Background: an optimization exercise with open tools, aiming at a short achievable clock period. Do not read the settings as production practice. Only simulation tests tie the RTL to the original design; equivalence was not proved. No activity file was given, so power comes from the tool's default toggle rates.

## main
Design trace_codec, start of the top module:
module trace_codec (
    input  wire        clk,
    input  wire        rst,
    input  wire        instruction_valid,
    input  wire        branch_taken,
    input  wire [31:0] branch_target,
    input  wire        trap,
    input  wire        is_return,
    input  wire        is_indirect_jump,
    input  wire        retire_valid,
    input  wire        writeback_valid,
    input  wire [4:0]  writeback_register,
    input  wire [31:0] writeback_value,
    input  wire        breakpoint_valid,
    input  wire [3:0]  breakpoint_reason,
    output reg  [4:0]  enc_count,
    output reg  [63:0] enc_data,
    input  wire [63:0] dec_window,
    input  wire [4:0]  dec_avail,
    output reg         dec_ok,
    output reg  [1:0]  dec_fault,
    output reg  [4:0]  dec_consumed,
    output reg         dec_seq_valid,
    output reg  [2:0]  dec_seq,
    output reg         dec_branch_taken,
    output reg         dec_trap,
    output reg         dec_is_return,
    output reg         dec_is_indirect_jump,
    output reg         dec_pc_valid,
    output reg  [31:0] dec_program_counter,
    output reg         dec_writeback_valid,
    output reg  [4:0]  dec_writeback_register,
    output reg  [31:0] dec_writeback_value,
    output reg         dec_breakpoint_valid,
    output reg  [3:0]  dec_breakpoint_reason
);
clock: 30.0 ns
lec_check: 0
cap_margin: 20
core_margin: 2
core_utilization: 40
slew_margin: 20
standard.sh (not shown) runs the stock make flow with config.mk's settings and CLKGATE_MAP_FILE= SYNTH_SCRIPT=/design/flow/synth_recipe.tcl, a recipe that flattens the netlist after the stock synthesis.
==> flow/flow/run.sh <==
#!/bin/bash
# Standard ORFS layout of the design, at the design's clock and constraints,
# with these changes to how it is made:
# - synthesis is the standard synthesis, but ABC maps the logic with the
#   script flow/abc_map.script (choice computation, then delay-driven
#   standard-cell mapping) in place of ORFS's speed script;
# - no full/half-adder extraction (it freezes XOR/majority logic into
#   adder cells that ABC cannot restructure);
# - ABC sizes for strong input drivers, as the layout buffers every input;
# - timing repair is asked to keep a large setup margin: at the design's
#   period the paths already meet timing, so without a margin repair_timing
#   leaves the critical path as synthesis mapped it;
# - every port still gets its buffer, but a plain buffer rather than the
#   delay cell the resizer picks by default, and resizing may change a
#   cell's footprint, so those buffers can be sized up.
set -euo pipefail
cd "$(dirname "$0")/.."
export FLOW_WORK="$PWD"
export ABC_MAP_SCRIPT="$PWD/flow/abc_map.script"
bash standard.sh SYNTH_SCRIPT="$PWD/flow/synth_abc.tcl" \
    SETUP_SLACK_MARGIN=24 ADDER_MAP_FILE= ABC_DRIVER_CELL=sky130_fd_sc_hd__buf_8 \
    MATCH_CELL_FOOTPRINT=0 "BUFFER_PORTS_ARGS=-buffer_cell sky130_fd_sc_hd__buf_4" \
    finish > flow_make.log 2>&1
==> flow/flow/abc_map.script <==
strash
dch -f
map -D 30 -f
buffer -c
topo
stime -c
upsize -c
dnsize -c
==> flow/flow/synth_abc.tcl <==
# The standard synthesis (synth_recipe.tcl, sourced unchanged below), with
# one change: the combinational mapping call to ABC runs the script named in
# ABC_MAP_SCRIPT instead of ORFS's speed script. Flip-flops are mapped before
# ABC runs and ABC is not asked to touch them (no -dff), so the registers,
# their names and cell types are those of the standard synthesis.
proc abc {args} {
  set i [lsearch -exact $args -script]
  if {$i >= 0 && [info exists ::env(ABC_MAP_SCRIPT)]} {
    lset args [expr {$i + 1}] $::env(ABC_MAP_SCRIPT)
  }
  yosys abc {*}$args
}
source $::env(FLOW_WORK)/synth_recipe.tcl
The inputs of the feature branch differ from those of main as listed below.
--- a/flow/design.v
+++ b/flow/design.v
@@ -176,22 +176,16 @@
     endfunction
     wire [17:0] ge;
     generate
         for (g = 0; g < 17; g = g + 1) begin : g_ge
             assign ge[g] = ge_c(avail, g);
         end
     endgenerate
     assign ge[17] = 1'b0;
-    wire [63:0] wm;
-    generate
-        for (g = 0; g < 16; g = g + 1) begin : g_wm
-            assign wm[4*g +: 4] = s[g] & {4{ge[g+1]}};
-        end
-    endgenerate
     wire s0_zero = (s[0] == 4'h0);
     wire s0_res  = (s[0][3:1] == 3'b111);
     wire a       = ~s[0][3] & (s[0][2:0] != 3'd0);      
     wire n0      = (s[0][3:2] == 2'b10);                 
     wire n1      = (s[1][3:2] == 2'b10) & ge[2];         
     wire [4:0] cc;                                       
     generate
         for (g = 0; g < 5; g = g + 1) begin : g_c
@@ -227,18 +221,16 @@
     wire bk_trunc = (q1_0 & du[0] & ~ge[2]) |
                     (q1_1 & du[1] & ge[2] & ~ge[3]) |
                     (q1_2 & du[2] & ge[3] & ~ge[4]);
     reg  [4:0] v_ok;
     reg  [1:0] v_fault [0:4];
     reg  [4:0] v_cons  [0:4];
     reg  [4:0] d_pc;         
     reg  [4:0] d_wb;         
-    reg  [4:0] t_pc;         
-    reg  [4:0] t_wb;         
     reg  [2:0] k_p [0:4];
     reg  [5:0] kb_p [0:4];   
     reg        fits;
     reg  [4:0] len;
     integer p, b;
     always @* begin
         for (p = 0; p < 5; p = p + 1) begin
             k_p[p] = s[p+1][2:0];
@@ -262,20 +254,18 @@
             end else if (~fits) begin
                 v_ok[p] = 1'b0; v_fault[p] = 2'd2; v_cons[p] = 5'd0;
             end else begin
                 v_ok[p] = 1'b1; v_fault[p] = 2'd0;
                 v_cons[p] = len;
             end
             for (b = 0; b < 6; b = b + 1)
                 kb_p[p][b] = ge_c({2'd0, k_p[p]}, b + 1);
-            t_pc[p] = dp[p] & ~s[p+1][3];
-            t_wb[p] = dp[p] &  s[p+1][3];
-            d_pc[p] = t_pc[p] & ge[p+1];
-            d_wb[p] = t_wb[p] & ge[p+1];
+            d_pc[p] = dp[p] & ge[p+1] & ~s[p+1][3];
+            d_wb[p] = dp[p] & ge[p+1] &  s[p+1][3];
         end
     end
     reg [4:0] sel_cons;
     reg [1:0] sel_fault;
     reg       sel_ok;
     always @* begin
         sel_ok    = 1'b0;
         sel_fault = 2'd0;
@@ -321,26 +311,26 @@
         pc_valid           = |d_pc;
         writeback_valid    = |d_wb;
         program_counter    = 32'd0;
         writeback_register = 5'd0;
         writeback_value    = 32'd0;
         for (p = 0; p < 5; p = p + 1) begin
             for (b = 0; b < 32; b = b + 1) begin
                 program_counter[b] = program_counter[b] |
-                    (t_pc[p] & kb_p[p][b/8] & wm[4*(p+2) + b]);
+                    (d_pc[p] & kb_p[p][b/8] & window[4*(p+2) + b]);
             end
             for (b = 0; b < 5; b = b + 1) begin
                 writeback_register[b] = writeback_register[b] |
-                    (t_wb[p] & kb_p[p][b/8] & wm[4*(p+2) + b]);
+                    (d_wb[p] & kb_p[p][b/8] & window[4*(p+2) + b]);
             end
             for (b = 0; b < 32; b = b + 1) begin
                 if (4*(p+2) + b + 5 < 64)
                     writeback_value[b] = writeback_value[b] |
-                        (t_wb[p] & kb_p[p][(b+5)/8] & wm[4*(p+2) + b + 5]);
+                        (d_wb[p] & kb_p[p][(b+5)/8] & window[4*(p+2) + b + 5]);
             end
         end
     end
 endmodule
 module trace_codec (
     input  wire        clk,
     input  wire        rst,
     input  wire        instruction_valid,
Findings:
- [the feature branch] post-CTS resize count rose 8.6% relative to main
- Relative to main, the synthesized cell count of the feature branch is lower by about 4.4%.
- The feature branch vs main — count of distinct cell types in the synthesized netlist climbed by more than 10%
- In the feature branch, the count of placed standard cells including taps came out 1.7% below the value in main.
- Run comparison: the feature branch slowest stage cell on the critical path sky130_fd_sc_hd__a21oi_2; main slowest stage cell on the critical path sky130_fd_sc_hd__nand3b_1
- Detailed-routing iteration count for the pre-antenna-repair pass | the feature branch above main
- | shortest clock period the worst path allows after layout | the feature branch vs main | worse |
- The inverter count reported for the feature branch is smaller than that of main by 20%.
- Between the feature branch and main, the wire length of the first global-routing pass is lower for main.
- Global-route usage across the feature branch and main: no real change.
- The feature branch against main: power per standard cell area went down 3.4%, netlist area before placement went up 1.4%, share of layout cells above drive strength 1 went up 4.3 points, share of synthesized area occupied by flip-flops and latches went down 0.39 points.

## what the ideal ports hide
Ports are ideal in the flow. The routed layouts listed here were re-timed in OpenROAD.
Step 1 sets driving cells, clkbuf_16 on the clock port and buf_2 on the other inputs (assumed; they add their load-dependent delay and slew).
Step 2 also shifts input and output timing later by t, the mid clock arrival at the registers, as if the neighbouring blocks saw the same clock.
Three values: ideal, step 1, step 2; two values: the first two.
run	t (ns)	setup WS [ns]	worst data-port slew with drivers (ns)	pins driven straight from the clock port
main	0.492	22.743 / 22.768 / 22.276	0.17	1
the feature branch	0.499	22.693 / 22.637 / 22.138	0.22	1
After both steps every run listed still meets setup and hold. For the feature branch, which loses most, drivers alone change the setup slack by -0.056 ns; drivers and shift together by -0.555 ns.
